Context: an optimization exercise on an open-source flow, tuned for a short achievable clock period and few clock cycles per item. The choices shown serve that exercise and are no tape-out recipe.
RTL that was checked went through simulation tests only; none was proved equivalent to the original.
Power is estimated from default activity; no workload was simulated.

==> flow/design.v (excerpt) <==
module se_framer (
  input  wire        clk,
  input  wire        rst,
  input  wire        cmd_valid,
  output wire        cmd_ready,
  input  wire [1:0]  cmd_op,
  input  wire [7:0]  cmd_len,
  input  wire [7:0]  cmd_opcode,
  input  wire [7:0]  cmd_p1,
  input  wire [15:0] cmd_p2,
  input  wire        in_valid,
  output wire        in_ready,
  input  wire [7:0]  in_data,
  input  wire        in_last,
  output wire        out_valid,
  input  wire        out_ready,
  output wire [7:0]  out_data,
  output wire        res_valid,
  input  wire        res_ready,
  output wire [2:0]  res_err,
  output wire [15:0] res_crc,
  output wire [4:0]  res_attempts
);
clock: 5.0 ns
lec_check: 0
abc_clock_period_in_ps: 1800
cap_margin: 20
core_margin: 2
core_utilization: 60
place_density: 0.7
setup_slack_margin: 3.0
slew_margin: 20
run.sh (not shown) runs the stock make flow with config.mk's settings and CLKGATE_MAP_FILE= SYNTH_SCRIPT=/design/flow/synth_recipe.tcl, a recipe that flattens the netlist after the stock synthesis.
The baseline passed the timing, design-rule and antenna checks.
Rerun with:
--- a/flow/design.v
+++ b/flow/design.v
@@ -216,91 +216,97 @@
   reg        ip_v;
   reg  [1:0] ip_kind;
   reg  [2:0] ip_err;
   reg        ip_snd;
   reg  [7:0] ip_rem;      
   reg        ip_rem1;
   reg  [7:0] ip_k1;       
   reg  [7:0] ip_k;        
-  reg [15:0] crc_q, crc_h;   
+  reg [15:0] ip_init;
+  reg        ip_fresh;    
+  reg [15:0] crc_q;
   reg  [7:0] togo;        
   reg        t0, t1;      
   reg        first;
   reg        len_ok;
   reg        lo_ok;       
   reg  [4:0] att;
   reg        att20;
   wire       pq_full;
   wire [7:0] b  = iq_h[7:0];
   wire       bl = iq_h[8];
+  wire [15:0] cbase = ip_fresh ? ip_init : crc_q;
   wire [15:0] cnext;
-  se_crc16 u_crc (.c(crc_q), .b(b), .n(cnext));
+  se_crc16 u_crc (.c(cbase), .b(b), .n(cnext));
   wire is_recv = (ip_kind == K_RECV);
   wire is_send = (ip_kind == K_SEND);
   assign take  = ip_v & (ip_kind != K_NONE) & iq_vld[0] & ~(is_send & pq_full);
   wire done_none  = ip_v & (ip_kind == K_NONE);
   wire done_cs    = take & ~ip_kind[1] & ip_rem1;
   wire done_full  = take & is_recv & t0;
   wire done_short = take & is_recv & ~t0 & bl & att20;
   wire done       = done_none | done_cs | done_full | done_short;
   wire adv        = ~ip_v | done;
   reg        pr_v;
   reg  [2:0] pr_err;
   reg  [4:0] pr_att;
   reg        pr_snd;
-  reg [15:0] pr_crc;
-  wire restart = take & is_recv & ~t0 & bl;
-  wire c_init  = adv | restart;
-  wire c_step  = take & ~(is_recv & (t0 | t1));
-  wire [15:0] c_new = c_init ? (nx_init & {16{adv}}) : cnext;
   always @(posedge clk) begin
     pr_v   <= done & ~rst;
     pr_snd <= ip_snd;
-    pr_att <= (is_recv & ~t0) ? 5'd21 : att + 5'd1;
-    pr_crc <= ip_kind[1] ? crc_q : cnext;
-    if (ip_kind == K_NONE)
+    pr_att <= done_short ? 5'd21 : att + 5'd1;
+    if (done_none)
       pr_err <= ip_err;
-    else if (is_recv)
-      pr_err <= ~t0 ? 3'd1 : !len_ok ? 3'd2 : (!lo_ok || b != crc_q[15:8]) ? 3'd3 : 3'd0;
+    else if (done_short)
+      pr_err <= 3'd1;
+    else if (done_full)
+      pr_err <= !len_ok ? 3'd2 : (!lo_ok || b != crc_q[15:8]) ? 3'd3 : 3'd0;
     else
       pr_err <= 3'd0;
   end
   always @(posedge clk) begin
-    crc_q <= (c_init | c_step) ? c_new : crc_h;
-    crc_h <= (c_init | c_step) ? c_new : crc_q;
+    if (done_none) begin
+      crc_q <= ip_init;
+    end else if (take & ~(is_recv & (t0 | t1))) begin
+      crc_q    <= cnext;
+      ip_fresh <= 1'b0;
+    end
     if (take) begin
       ip_rem  <= ip_rem - 8'd1;
       ip_rem1 <= (ip_rem == 8'd2);
     end
     if (take & is_recv) begin
       if (first) len_ok <= (b == ip_k);
       first <= 1'b0;
       if (t1) lo_ok <= (b == crc_q[7:0]);
       if (~t0 & bl) begin
         att      <= att + 5'd1;
         att20    <= (att == 5'd19);
         togo     <= ip_k1;
         t0       <= 1'b0;
         t1       <= 1'b0;
         first    <= 1'b1;
+        ip_fresh <= 1'b1;
       end else begin
         togo <= togo - 8'd1;
         t1   <= (togo == 8'd2);
         t0   <= t1;
       end
     end
     if (adv) begin
       ip_kind  <= nx_kind;
       ip_err   <= nx_err;
       ip_snd   <= nx_snd;
       ip_rem   <= nx_a;
       ip_rem1  <= nx_a1;
       ip_k1    <= nx_a;
       ip_k     <= nx_a + 8'd1;
+      ip_init  <= nx_init;
+      ip_fresh <= 1'b1;
       togo     <= nx_a;
       t0       <= 1'b0;
       t1       <= 1'b0;
       first    <= 1'b1;
       att      <= 5'd0;
       att20    <= 1'b0;
     end
     if (cq_pop) begin
@@ -327,25 +333,25 @@
   se_ofifo #(.W(8), .D(PQD)) u_pq (
     .clk(clk), .clr(rst), .push(take & is_send), .din(b),
     .pop(pq_pop), .head(pq_h), .cnt(pq_cnt)
   );
   wire [15:0]     sc_h;
   wire [MAXF-1:0] sc_cnt;
   wire            sc_pop;
   se_ofifo #(.W(16), .D(MAXF)) u_sc (
-    .clk(clk), .clr(rst), .push(pr_v & pr_snd), .din(pr_crc),
+    .clk(clk), .clr(rst), .push(pr_v & pr_snd), .din(crc_q),
     .pop(sc_pop), .head(sc_h), .cnt(sc_cnt)
   );
   localparam integer RQW = 3 + 16 + 5 + 1;
   wire [RQW-1:0]  rq_h;
   wire [MAXF-1:0] rq_cnt;
   wire            rq_pop;
   se_ofifo #(.W(RQW), .D(MAXF)) u_rq (
-    .clk(clk), .clr(rst), .push(pr_v), .din({pr_err, pr_crc, pr_att, pr_snd}),
+    .clk(clk), .clr(rst), .push(pr_v), .din({pr_err, crc_q, pr_att, pr_snd}),
     .pop(rq_pop), .head(rq_h), .cnt(rq_cnt)
   );
   reg  [8:0] ph;          
   reg  [7:0] prem;        
   reg        prem1;
   reg        m_v;         
   reg  [7:0] m_d, m_dh;   
   reg        m_l;         
Global-route usage goes down by 0.65 points. Design area goes down by 1.7%. Sequential cell count goes down by 15. Fmax goes down by about 0.4%. Sequential share of layout area goes up by 1.1 points. Total power goes down by about 4%. Combinational power goes down by 16%. Cell count goes down by about 1.7%. Via count goes down by about 2%. Utilization goes down by 1.0 points. Wire length goes down by 3.1%. Die area goes down by about 0.6%. Worst setup slack degrades by 0.0094 ns.
Testbench counts after the change, summed over its fixed seeds: cycles 38,999, items 40,905.
The RTL of the first run of this note was laid out without a check of its function.

==> what the ideal ports hide <==
In the flow no input, the clock included, has a driving cell. The finished layouts below were timed again as built, in two steps. Step 1 sets driving cells, clkbuf_16 on the clock port and buf_2 on the other inputs (assumed; they add their load-dependent delay and slew). Step 2 times the ports against the registers' clock, not the clock port: input delays grow and output delays shrink by t, the midpoint of the rising clock arrivals with the driver on. a / b / c = ideal ports / drivers / drivers and shift; a / b = the first two.
run | t (ns) | setup slack, ns | latest minus earliest clock arrival (ns) | pins driven straight from the clock port
the first run | 0.708 | 2.787 / 2.787 / 2.169 | 0.033 / 0.033 | 1
the second run | 0.712 | 2.777 / 2.777 / 2.308 | 0.036 / 0.035 | 1
After both steps every run listed still meets setup and hold. For the first run, which loses most, drivers alone change the setup slack by 0.000 ns; drivers and shift together by -0.618 ns.
